Source: an optimization exercise on an open RTL-to-GDS flow (aim: small area and a short achievable clock period). Production flows keep margins and buffers that such runs may drop.
At most, simulation tests tie the RTL to the original design; equivalence was not proved.
No activity file was given, so power comes from the tool's default toggle rates.

run A:
// frame_rx
module frame_rx #(
    parameter MAX_FRAME_LEN = 256
) (
    input  wire        clk,
    input  wire        rst,
    input  wire        start,
    input  wire [1:0]  cfg_fmt,       
    input  wire        cfg_srv,       
    input  wire [15:0] cfg_tmo,       
    input  wire [15:0] cfg_fixlen,    
    input  wire        rx_valid,
    input  wire [7:0]  rx_data,
    output wire        rx_ready,
    input  wire        tick,
    input  wire        fault,
    output wire        awaiting_body,
    output wire        res_valid,
    output wire [3:0]  res_code,
    output wire [3:0]  res_cause,
    output wire [7:0]  res_rxst,
    output wire [15:0] rx_count,
    output wire [15:0] rx_lenfield,
    output wire [15:0] target,
    output wire [15:0] idle_count,
    output wire [15:0] field_rcv,
    output wire [15:0] field_calc,
    output wire [1:0]  dcode,
    output wire [7:0]  handler,
    output wire [7:0]  resp_op,
    output wire [7:0]  req_op,
    output wire        disp_ok,
    output wire [7:0]  disp_handler
);
export LEC_CHECK = 0
export CAP_MARGIN = 20
export CORE_MARGIN = 2
export CORE_UTILIZATION = 40
export CTS_BUF_LIST = sky130_fd_sc_hd__clkbuf_8
export SETUP_SLACK_MARGIN = 3.45
export SLEW_MARGIN = 20
export TNS_END_PERCENT = 10
create_clock -name core_clock -period 6.0 [get_ports {clk}]
standard.sh (not shown) runs the stock make flow with config.mk's settings and CLKGATE_MAP_FILE= SYNTH_SCRIPT=/design/flow/synth_recipe.tcl, a recipe that flattens the netlist after the stock synthesis.
==> flow/flow/run.sh <==
#!/bin/bash
# Standard layout, with the port buffers made of plain buf cells instead of
# the delay buffers buffer_ports picks by default. Every port still gets one.
set -euo pipefail
export BUFFER_PORTS_ARGS="-buffer_cell sky130_fd_sc_hd__buf_1"
bash standard.sh > flow_make.log 2>&1
Input-level comparison between run B and run A:
- CORE_UTILIZATION now 50, was 40
- TNS_END_PERCENT now 2, was 10
- SETUP_SLACK_MARGIN now 3.6, was 3.45
==> results.txt <==
Run B vs. run A: final cell count fell by 6.5%; share of the core filled with cells in the final layout +11 points. Combinational-cell power consumption for run B: about 5% down relative to run A. Summary — highest fanout seen on the critical path, run B relative to run A: lower, by 5. [diff] clock skew, run B relative to run A: improvement. Achievable frequency (run B vs. run A) increases by a few percent. Run B — part of the cycle the worst path needs 0.95 points lower, run A as reference. Comparing the two runs side by side, run B comes out ahead of run A on die area. Between run A and run B, the fraction of final layout cells with drive strength greater than 1 is higher for run A.
Inputs modified between run B and run C:
- changing CORE_UTILIZATION from 50 to 40
- changing TNS_END_PERCENT from 2 to 5
Findings:
- As of run C, cell count had risen by a few percent compared to run B.
- Lower final worst-path cycle share was reported by run B, not run C.
- Run C vs run B: number of vias per cell down by a few percent
- In the flow results for run B and run C, the number of cells on the worst hold path is larger on run C.
- Run C -> run B: required time reported for the critical path endpoint flat
- Run C: layout overhead on the synthesized area 3.4 points above run B
- Run B → run C: filler cell count grew by 31%, clock buffer instance count of the final layout grew by 1, final area grew by 2.8%, flip-flop and latch share of the layout cell area shrank by 1.0 points, global placer's final weighted congestion grew by about 1.3%.
Setup changes, run C to run D
- swapping 40 for 55 in CORE_UTILIZATION
- swapping 5 for 2 in TNS_END_PERCENT
- swapping 3.6 for 3.45 in SETUP_SLACK_MARGIN
Taking run C as the reference point, the fraction of area in multi-input gates of run D rises by 0.89 points.
In run D the core area turned out about 30% lower than in run C.
Number of iterations in the first detailed-routing pass ends up lower on run D.

========
frame_rx, a different RTL version from the one above (not shown whole).
Size in the first run: roughly 970 cells after synthesis, ~160 flip-flops, roughly 200 I/O pins.
export LEC_CHECK = 0
export CAP_MARGIN = 20
export CORE_MARGIN = 2
export CORE_UTILIZATION = 40
export CTS_BUF_LIST = sky130_fd_sc_hd__clkbuf_8
export SETUP_SLACK_MARGIN = 3.3
export SLEW_MARGIN = 20
create_clock -name core_clock -period 6.0 [get_ports {clk}]
Scripts as last shown in full above: flow/flow/run.sh
Next try:
Settings changed: SETUP_SLACK_MARGIN 3.3 to 3.45, TNS_END_PERCENT from default to 2.
What happened:
- worst setup slack stays flat
- global-route usage came out lower by 0.23 points
- sequential share of layout area grows by 1.4 points
- critical path depth increases by 1
- final area falls by 4.0%
- first-iteration DRC count rises by 0.66%
- utilization falls by 2.0 points
- die area stays the same
- maximum frequency stays flat
- count of clock-buffer cells in the layout does not change
- sequential power is about the same
Next try:
Settings changed: SETUP_SLACK_MARGIN 3.45 to 3.6.
Sequential cell count does not change.
Setup slack degrades by 130 ps.
Fmax went down by 4.5%.
Wire length is lower by 2.4%.
Non-clock buffer count went up by 5.
Cell area barely changes.
Function was not checked in any run of this note: the RTL went through the layout flow alone.

## static timing again, ports no longer ideal
Ports are ideal in the flow. The routed layouts listed here were re-timed in OpenROAD.
Step 1: set_driving_cell puts a clkbuf_16 on clk and a buf_2 on each other input, an assumption about the parent block.
Step 2 moves the port delays by t, midway between the first and last clock arrival at a register: inputs arrive t later, outputs are due t later. That takes back most of the time a late clock gives input paths.
a / b / c = no drivers / after step 1 / after step 2; a / b = the first two.
run	t (ns)	setup WS [ns]	worst setup path after step 2	slew at the worst register clock pin (ns)	cell pins on the clock port's net
run A	0.501	3.292 / 3.297 / 2.796	input to register	0.10 / 0.10	1
run B	0.497	3.349 / 3.355 / 2.867	input to register	0.10 / 0.10	1
run C	0.494	3.252 / 3.272 / 2.778	input to register	0.10 / 0.10	1
run D	0.505	3.273 / 3.272 / 2.767	input to register	0.10 / 0.10	1
the first run of note 2	0.498	3.190 / 3.184 / 2.685	input to register	0.11 / 0.11	1
the second run of note 2	0.507	3.190 / 3.165 / 2.689	input to register	0.10 / 0.10	1
the third run of note 2	0.496	3.058 / 3.076 / 2.580	input to register	0.10 / 0.10	1
After both steps every run listed still meets setup and hold. The setup slack of run D, which loses most, moves by -0.001 ns with the drivers and by -0.506 ns with both steps.
